From an optimization exercise on the open Yosys and OpenROAD flow, aimed at small area; shortcuts taken in it are not production practice.
Only simulation tests tie the RTL to the original design; equivalence was not proved.
Power is estimated from default activity; no workload was simulated.

build 69:
==> flow/design.v (excerpt) <==
module sgp30_framer #(
    parameter [6:0] PERIPH_ADDR  = 7'h58,
    parameter       TICKS_PER_MS = 10
) (
    input  wire        clk,
    input  wire        rst,
    input  wire        start,
    input  wire        reg_wr,
    input  wire [4:0]  reg_addr,
    input  wire [31:0] reg_wdata,
    output reg  [47:0] reg_rdata,
    output wire        busy,
    output wire        done,
    output wire        bus_req_valid,
    output wire        bus_req_read,
    output wire [6:0]  bus_req_addr,
    output wire [3:0]  bus_req_len,
    output wire [63:0] bus_req_wdata,
    input  wire        bus_rsp_valid,
    input  wire        bus_rsp_fail,
    input  wire [71:0] bus_rsp_rdata
);
Size: about 990 cells after synthesis, ~170 flip-flops, roughly 240 I/O pins, ~0.0090 sq mm of cells after synthesis.
==> flow/config.mk <==
export PLATFORM = sky130hd
export DESIGN_NAME = sgp30_framer
export DESIGN_NICKNAME = sgp30_framer
export VERILOG_FILES = /design/flow/design.v
export SDC_FILE = /design/flow/constraint.sdc
export NUM_CORES = 4
export LEC_CHECK = 0
export CAP_MARGIN = 20
export CORE_MARGIN = 2
export CORE_UTILIZATION = 50
export SLEW_MARGIN = 20
==> flow/constraint.sdc <==
create_clock -name core_clock -period 6.0 [get_ports {clk}]
set_input_delay 1.2000 -clock core_clock [delete_from_list [all_inputs] [get_ports {clk}]]
set_output_delay 1.2000 -clock core_clock [all_outputs]
set_load 0.01 [all_outputs]
standard.sh (not shown) runs the stock make flow with config.mk's settings and CLKGATE_MAP_FILE= SYNTH_SCRIPT=/design/flow/synth_recipe.tcl, a recipe that flattens the netlist after the stock synthesis.
==> flow/flow/run.sh <==
#!/bin/bash
# Own layout flow: the standard flow (standard.sh) with three changes:
#  - synthesis is the standard flow's synthesis script with ABC's mapping run for area
#    (flow/area_synth.tcl, flow/area.script); flip-flop mapping is unchanged;
#  - the port buffers use the smallest buffer cell;
#  - the clock tree uses clkbuf_8 without dummy loads.
set -euo pipefail
cd "$(dirname "$0")/.."
W=$(pwd)
export AREA_ABC_SCRIPT="$W/flow/area.script"
export BUFFER_PORTS_ARGS="-buffer_cell sky130_fd_sc_hd__buf_1"
export CTS_ARGS="-sink_clustering_enable -repair_clock_nets -buf_list sky130_fd_sc_hd__clkbuf_8 -dont_use_dummy_load"
sed "s#$W/synth_recipe.tcl#$W/flow/area_synth.tcl#" standard.sh > flow_standard.sh
grep -q "flow/area_synth.tcl" flow_standard.sh
bash flow_standard.sh > flow_standard.log 2>&1
==> flow/flow/area.script <==
strash
dc2
dc2
dc2
dc2
dch -f
amap -F 10
==> flow/flow/area_synth.tcl <==
# The standard flow's synthesis script, with ABC's technology mapping run for area
proc synth {args} { yosys synth -nofsm -noshare {*}$args }
proc abc {args} {
  set i [lsearch -exact $args -script]
  if {$i >= 0} {
    set args [lreplace $args $i [expr {$i + 1}] -script $::env(AREA_ABC_SCRIPT)]
  }
  yosys abc {*}$args
}
source $::env(SCRIPTS_DIR)/synth.tcl
# left out here: clear keep_hierarchy, flatten, clean up, hide names made inside functions, write 1_2_yosys.v
--- input diff build 69..build 64 ---
# build 69
export LEC_CHECK = 0
export CAP_MARGIN = 20
export CORE_MARGIN = 2
export CORE_UTILIZATION = 50
export SLEW_MARGIN = 20
create_clock -name core_clock -period 6.0 [get_ports {clk}]
# build 64
export LEC_CHECK = 0
export CAP_MARGIN = 20
export CORE_MARGIN = 2
export CORE_UTILIZATION = 65
export SLEW_MARGIN = 20
create_clock -name core_clock -period 6.0 [get_ports {clk}]
==> summary.txt <==
Build 64 has worst slack after detailed placement above what build 69 had. Build 64 against build 69: worst path arrival time rose by 0.12 ns; sequential share of layout area now sits higher; measured slew at the worst slew-check pin decreased 0.0051 ns. Across both runs, number of cells on the worst reg-to-reg path was lower for build 64 than for build 69. | global-route usage | build 64 vs build 69 | 10 points higher |.
Relative to build 64, the following input files were edited for build 37:
# build 64
export LEC_CHECK = 0
export CAP_MARGIN = 20
export CORE_MARGIN = 2
export CORE_UTILIZATION = 65
export SLEW_MARGIN = 20
create_clock -name core_clock -period 6.0 [get_ports {clk}]
# build 37
export LEC_CHECK = 0
export CAP_MARGIN = 20
export CORE_MARGIN = 2
export CORE_UTILIZATION = 50
export SLEW_MARGIN = 20
create_clock -name core_clock -period 6.0 [get_ports {clk}]
==> flow/flow/area.script <==
strash
dc2
dc2
dch -f
amap -F 10
## What came out
Build 37 ends up with higher cell area after layout than build 64 does. Summary of build 37 over build 64: total die area increased 30%; power consumption increased 0.50%; count of placed standard cells in the final layout, fillers left out increased 93. Build 37 — detailed placement HPWL 1600 microns higher, build 64 as reference. Build 37 vs build 64: maximum fanout encountered on the critical timing path up.

## re-timing with driven ports
In the flow no input, the clock included, has a driving cell. The finished layouts below were timed again as built, in two steps.
Step 1 sets driving cells, clkbuf_16 on the clock port and buf_2 on the other inputs (assumed; they add their load-dependent delay and slew).
Step 2 times the ports against the registers' clock, not the clock port: input delays grow and output delays shrink by t, the midpoint of the rising clock arrivals with the driver on.
Three values: ideal ports, drivers, drivers and shift; two values: the first two.
run	t, ns	setup slack, ns	worst setup path after step 2	latest minus earliest clock arrival (ns)	pins driven straight from the clock port
build 69	0.490	0.527 / 0.549 / 0.059	input to register	0.038 / 0.038	1
build 64	0.490	0.409 / 0.432 / -0.058	input to register	0.039 / 0.039	1
build 37	0.503	0.474 / 0.430 / 0.075	input to register	0.039 / 0.040	1
With both steps, setup timing fails in build 64, where it was met with ideal ports. For build 69, which loses most, drivers alone change the setup slack by +0.022 ns; drivers and shift together by -0.468 ns.
